Context: an optimization exercise on an open-source flow, tuned for small area, a short achievable clock period and few clock cycles. The choices shown serve that exercise and are no tape-out recipe. RTL that was checked went through simulation tests only; none was proved equivalent to the original. Power figures rest on the tool's default switching activity, not on a simulated workload.

// h1_codec
module h1_codec (
    input  wire        clk,
    input  wire        rst,
    input  wire        cmd_valid,
    output wire        cmd_ready,
    input  wire [3:0]  cmd_code,
    input  wire        cmd_is_server,
    input  wire [2:0]  cmd_n,
    input  wire [15:0] cmd_len,
    input  wire [31:0] cmd_a,
    input  wire [31:0] cmd_b,
    input  wire        din_valid,
    output wire        din_ready,
    input  wire [31:0] din_data,
    output wire        rsp_valid,
    input  wire        rsp_ready,
    output wire [2:0]  rsp_status,
    output wire [31:0] rsp_data,
    output wire [31:0] rsp_data2,
    output wire [4:0]  rsp_info
);
clock: 5.0 ns
lec_check: 0
abc_clock_period_in_ps: 2000
cap_margin: 20
core_margin: 2
core_utilization: 40
place_density: 0.6
setup_slack_margin: 2.7
slew_margin: 20
standard.sh (not shown) runs the stock make flow with config.mk's settings and CLKGATE_MAP_FILE= SYNTH_SCRIPT=/design/flow/synth_recipe.tcl, a recipe that flattens the netlist after the stock synthesis.
==> flow/flow/run.sh <==
#!/bin/bash
# Layout flow: the standard flow (standard.sh: ORFS synthesis to the
# final layout, unchanged), with the I/O port buffers that global placement
# inserts made from sky130_fd_sc_hd__buf_1 instead of the resizer's default
# pick. Every port still gets its own buffer. The full output of the ORFS
# run goes to flow_standard.log in this folder; each tool's own log is kept
# by ORFS under orfs/logs/.
set -euo pipefail
export BUFFER_PORTS_ARGS="-buffer_cell sky130_fd_sc_hd__buf_1"
bash standard.sh > flow_standard.log 2>&1
Testbench counts at the start, summed over its fixed seeds: cycles 77,486.
Then changed:
--- a/flow/flow/run.sh
+++ b/flow/flow/run.sh
@@ -4 +4 @@
-# inserts made from sky130_fd_sc_hd__buf_1 instead of the resizer's default
+# inserts made from sky130_fd_sc_hd__buf_2 instead of the resizer's default
@@ -9 +9 @@
-export BUFFER_PORTS_ARGS="-buffer_cell sky130_fd_sc_hd__buf_1"
+export BUFFER_PORTS_ARGS="-buffer_cell sky130_fd_sc_hd__buf_2"
- SETUP_SLACK_MARGIN: 2.7 -> 2.6
The changed run finished clean.
Routed wire length barely changes.
Sequential power hardly moves.
Non-clock buffer count went down by 47.
Area after synthesis does not change.
Then changed:
--- a/flow/flow/run.sh
+++ b/flow/flow/run.sh
@@ -4 +4 @@
-# inserts made from sky130_fd_sc_hd__buf_2 instead of the resizer's default
+# inserts made from sky130_fd_sc_hd__buf_1 instead of the resizer's default
@@ -9 +9 @@
-export BUFFER_PORTS_ARGS="-buffer_cell sky130_fd_sc_hd__buf_2"
+export BUFFER_PORTS_ARGS="-buffer_cell sky130_fd_sc_hd__buf_1"
- CORE_UTILIZATION: 40 -> 55
- PLACE_DENSITY: 0.6 -> 0.7
Outcome:
- The new run passed the timing, DRC and antenna checks
- sequential cell count does not change
- power came out lower by 3.6%
- cell area went down by 3.3%
- sequential power stays flat
- global-route usage rose by 6.7 points
Then changed:
- CORE_UTILIZATION: 55 -> 40
- PLACE_DENSITY: 0.7 -> 0.6
- TNS_END_PERCENT: not set -> 10
Sequential share of layout area grows by 0.74 points.
Setup slack is worse by 0.013 ns.
Total power shrinks slightly.
Then changed:
- CAP_MARGIN: 20 -> 5
- SLEW_MARGIN: 20 -> 5
- TNS_END_PERCENT: 10 -> not set
Outcome: Cell area goes up by 5.8%. Setup slack gains 0.024 ns. Sequential power stays flat. Register-to-register slack improves by 0.08 ns. Critical path depth came out higher by 1. Cell count grows by 1.1%. Hold slack improves by 0.024 ns. Die area does not change. Maximum frequency rises by 0.97%.
Then changed:
- CAP_MARGIN: 5 -> 20
- SLEW_MARGIN: 5 -> 20
=>
- setup slack gets better by 0.057 ns
- register-to-register slack barely changes
- core utilization shrinks by 1.4 points
- die area stays the same
- synthesized area does not change
- design area shrinks by 2.7%
- combinational power grows by about 2%


h1_codec, a different RTL version from the one above (not shown whole).
Size: ~1,400 cells after synthesis, ~14,000 um2 of cells after synthesis.
export LEC_CHECK = 0
export CAP_MARGIN = 20
export CORE_MARGIN = 2
export CORE_UTILIZATION = 40
export PLACE_DENSITY = 0.6
export SLEW_MARGIN = 20
create_clock -name core_clock -period 5.0 [get_ports {clk}]
run.sh (not shown) runs the stock make flow with config.mk's settings and CLKGATE_MAP_FILE= SYNTH_SCRIPT=/design/flow/synth_recipe.tcl, a recipe that flattens the netlist after the stock synthesis.
Stock flow here: none of the scripts above is used.
The baseline completed without violations.
==> next run, changes <==
==> flow/flow/run.sh (new file) <==
#!/bin/bash
# Layout flow: the standard flow (standard.sh: ORFS synthesis to the
# final layout, unchanged), with the I/O port buffers that global placement
# inserts made from sky130_fd_sc_hd__buf_2 instead of the resizer's default
# pick. Every port still gets its own buffer. The full output of the ORFS
# run goes to flow_standard.log in this folder; each tool's own log is kept
# by ORFS under orfs/logs/.
set -euo pipefail
export BUFFER_PORTS_ARGS="-buffer_cell sky130_fd_sc_hd__buf_2"
bash standard.sh > flow_standard.log 2>&1
==> flow/standard.sh (new file) <==
#!/bin/bash
# synth_recipe.tcl (not shown) runs the flow's synth.tcl, then flattens the netlist and writes it again
# the make line also repeats each setting of config.mk as NAME=value (left out here)
make -C /OpenROAD-flow-scripts/flow DESIGN_CONFIG=/design/flow/config.mk WORK_HOME=/design/flow/orfs CLKGATE_MAP_FILE= SYNTH_SCRIPT=/design/flow/synth_recipe.tcl "${@:-finish}"
removed: flow/run.sh
Worst setup slack improves by 0.080 ns; clock skew increases by 0.013 ns; cell count shrinks by 0.39%; sequential power stays flat; wire length shrinks by 4.0%; via count rose by 0.64%; synthesized cell count is unchanged; cell area falls by 7.0%; hold slack improves by 0.012 ns; register-to-register slack gains 0.08 ns; area after synthesis is unchanged.
No run of this note included a check of the RTL's function; only the layout flow was run.


== v6 ==
h1_codec with an RTL version that a note above also has.
Size in the first run: roughly 1,200 cells after synthesis, roughly 190 flip-flops.
Design h1_codec, start of the top module:
module h1_codec (
    input  wire        clk,
    input  wire        rst,
    input  wire        cmd_valid,
    output wire        cmd_ready,
    input  wire [3:0]  cmd_code,
    input  wire        cmd_is_server,
    input  wire [2:0]  cmd_n,
    input  wire [15:0] cmd_len,
    input  wire [31:0] cmd_a,
    input  wire [31:0] cmd_b,
    input  wire        din_valid,
    output wire        din_ready,
    input  wire [31:0] din_data,
    output wire        rsp_valid,
    input  wire        rsp_ready,
    output wire [2:0]  rsp_status,
    output wire [31:0] rsp_data,
    output wire [31:0] rsp_data2,
    output wire [4:0]  rsp_info
);
clock: 5.0 ns
lec_check: 0
abc_clock_period_in_ps: 2000
cap_margin: 20
core_margin: 2
core_utilization: 40
place_density: 0.6
setup_slack_margin: 2.75
slew_margin: 20
tns_end_percent: 10
standard.sh (not shown) runs the stock make flow with config.mk's settings and CLKGATE_MAP_FILE= SYNTH_SCRIPT=/design/flow/synth_recipe.tcl, a recipe that flattens the netlist after the stock synthesis.
==> flow/flow/run.sh <==
#!/bin/bash
# Layout flow: the standard flow (standard.sh: ORFS synthesis to the
# final layout, unchanged), with the I/O port buffers that global placement
# inserts made from sky130_fd_sc_hd__buf_1 instead of the resizer's default
# pick. Every port still gets its own buffer. The full output of the ORFS
# run goes to flow_standard.log in this folder; each tool's own log is kept
# by ORFS under orfs/logs/.
set -euo pipefail
export BUFFER_PORTS_ARGS="-buffer_cell sky130_fd_sc_hd__buf_1"
bash standard.sh > flow_standard.log 2>&1
v6 finished every step from synthesis to the final layout, and the layout passed the timing, DRC and antenna checks.
Testbench counts of v6, summed over its fixed seeds: cycles 77,486.
Input-level comparison between v7 and v6:
- swapping 2.75 for 2.6 in SETUP_SLACK_MARGIN
- putting CTS_CLUSTER_DIAMETER at 120 where nothing was set
- clearing TNS_END_PERCENT, which used to be 10
- putting CTS_CLUSTER_SIZE at 40 where nothing was set
- v6 | status: complete | timing, DRC, antenna: pass
- v7 was carried through to the last stage, and its layout satisfied the timing, DRC and antenna checks.
- The final reports for v7 and v6 show tightest slew margin relative to the limit higher in the former.
- In v7, combinational share of power is lower than in v6.
- On met1 demand-to-capacity share in global routing, v7 tracks v6 almost exactly.
- Going from v6 to v7, maximum frequency grew by a few percent.
- Looking at total power, v7 sits below v6.
- Compared v7 against v6; proportion of cell area spent on the clock network within noise.
- Between v7 and v6, it is v7 whose worst setup slack is higher, by 0.12 ns.
- The number of buffers and inverters on the critical path of v7 is higher than that of v6.


Setup of fjord:
h1_codec, a different RTL version from the one above (not shown whole).
Size in the first run: about 1300 cells after synthesis, roughly 190 flip-flops.
export LEC_CHECK = 0
export ABC_CLOCK_PERIOD_IN_PS = 2000
export CAP_MARGIN = 20
export CORE_MARGIN = 2
export CORE_UTILIZATION = 40
export PLACE_DENSITY = 0.6
export SETUP_SLACK_MARGIN = 2.6
export SLEW_MARGIN = 20
create_clock -name core_clock -period 5.0 [get_ports {clk}]
==> flow/flow/run.sh <==
#!/bin/bash
# Layout flow: the standard flow (standard.sh: ORFS synthesis to the
# final layout, unchanged), with the I/O port buffers that global placement
# inserts made from sky130_fd_sc_hd__buf_2 instead of the resizer's default
# pick. Every port still gets its own buffer. The full output of the ORFS
# run goes to flow_standard.log in this folder; each tool's own log is kept
# by ORFS under orfs/logs/.
set -euo pipefail
export BUFFER_PORTS_ARGS="-buffer_cell sky130_fd_sc_hd__buf_2"
bash standard.sh > flow_standard.log 2>&1
Relative to fjord, the following input files were edited for violet:
- changing ABC_CLOCK_PERIOD_IN_PS from 2000 to 1500
--- outcome ---
violet | stages: all done | timing, DRC, antenna: all pass
Summary of violet over fjord: shortest clock period the worst path allows after layout barely changed; total power about even; total via count after detailed routing flat.
Reported for violet and fjord, met1 layer wirelength in the final routing turned out identical to the last digit.
Final count of pins violating max slew delta (violet -> fjord): insignificant
As far as hold slack goes, fjord and violet are indistinguishable; the numbers are identical.
Reported for violet and fjord, utilization turned out identical to the last digit.
The total instance count after detailed placement of fjord and that of violet are within noise of each other.
Function was not checked in any run of this note: the RTL went through the layout flow alone.


main:
h1_codec, a different RTL version from the one above (not shown whole).
Size: ~190 flip-flops, about 13,000 um^2 of cells after synthesis.
clock: 5.0 ns
lec_check: 0
abc_clock_period_in_ps: 2000
cap_margin: 20
core_margin: 2
core_utilization: 40
place_density: 0.6
setup_slack_margin: 2.65
slew_margin: 20
==> flow/flow/run.sh <==
#!/bin/bash
# Layout flow: the standard flow (standard.sh: ORFS synthesis to the
# final layout, unchanged), with the I/O port buffers that global placement
# inserts made from sky130_fd_sc_hd__buf_1 instead of the resizer's default
# pick. Every port still gets its own buffer. The full output of the ORFS
# run goes to flow_standard.log in this folder; each tool's own log is kept
# by ORFS under orfs/logs/.
set -euo pipefail
export BUFFER_PORTS_ARGS="-buffer_cell sky130_fd_sc_hd__buf_1"
bash standard.sh > flow_standard.log 2>&1
Testbench counts of main, summed over its fixed seeds: cycles 77,486.
The following lists how the feature branch was set up differently from main:
diff --git a/flow/config.mk b/flow/config.mk
--- a/flow/config.mk
+++ b/flow/config.mk
@@ -12,3 +12,3 @@
 export PLACE_DENSITY = 0.6
-export SETUP_SLACK_MARGIN = 2.65
+export SETUP_SLACK_MARGIN = 2.6
 export SLEW_MARGIN = 20
==> notes.md <==
- The final layout from the feature branch, which completed every stage, passed the timing, DRC and antenna checks at the end of the flow.
- CTS H-tree depth essentially unchanged between the feature branch and main.
- The number of buffers and inverters on the critical path in the feature branch was higher than what main gave.
- The lower routed length on met2 came out of main.

## static timing again, ports no longer ideal
The results above use ideal ports. As a check the final layouts listed here were re-extracted and re-timed, cells and wires unchanged.
Step 1 (the two cells are an assumption about what drives the block):
set clk [get_ports {clk}]
set_driving_cell -lib_cell sky130_fd_sc_hd__clkbuf_16 $clk
set_driving_cell -lib_cell sky130_fd_sc_hd__buf_2 [delete_from_list [all_inputs] $clk]
Step 2, shift: input delay + t, output delay - t, t = (earliest + latest rising clock arrival at the registers) / 2. This alone moves slack from input paths to output paths.
a / b / c = ideal / step 1 / step 2; a / b = the first two.
| run | shift t [ns] | setup slack, ns | worst hold slack (ns) |
|---|---|---|---|
| the first run of note 1 | 0.499 | 2.602 / 2.602 / 2.199 | 0.478 / 0.478 / 0.478 |
| the second run of note 1 | 0.506 | 2.491 / 2.491 / 2.158 | 0.468 / 0.468 / 0.468 |
| the third run of note 1 | 0.493 | 2.527 / 2.527 / 2.233 | 0.473 / 0.473 / 0.473 |
| the fourth run of note 1 | 0.505 | 2.514 / 2.522 / 2.031 | 0.468 / 0.468 / 0.468 |
| the fifth run of note 1 | 0.516 | 2.538 / 2.480 / 2.203 | 0.492 / 0.492 / 0.492 |
| the sixth run of note 1 | 0.494 | 2.595 / 2.588 / 2.242 | 0.484 / 0.484 / 0.484 |
| the first run of note 2 | 0.568 | 0.982 / 0.982 / 0.770 | 0.467 / 0.467 / 0.467 |
| the second run of note 2 | 0.559 | 1.061 / 1.061 / 0.937 | 0.479 / 0.479 / 0.479 |
| v6 | 0.502 | 2.475 / 2.475 / 2.078 | 0.478 / 0.478 / 0.478 |
| v7 | 0.494 | 2.595 / 2.588 / 2.242 | 0.484 / 0.484 / 0.484 |
| fjord | 0.499 | 2.429 / 2.429 / 2.136 | 0.476 / 0.476 / 0.476 |
| violet | 0.499 | 2.429 / 2.429 / 2.136 | 0.476 / 0.476 / 0.476 |
| main | 0.494 | 2.624 / 2.610 / 2.265 | 0.474 / 0.474 / 0.474 |
| the feature branch | 0.496 | 2.581 / 2.581 / 2.203 | 0.476 / 0.476 / 0.476 |
After both steps every run listed still meets setup and hold. The setup slack of the fourth run of note 1, which loses most, moves by +0.008 ns with the drivers and by -0.483 ns with both steps.
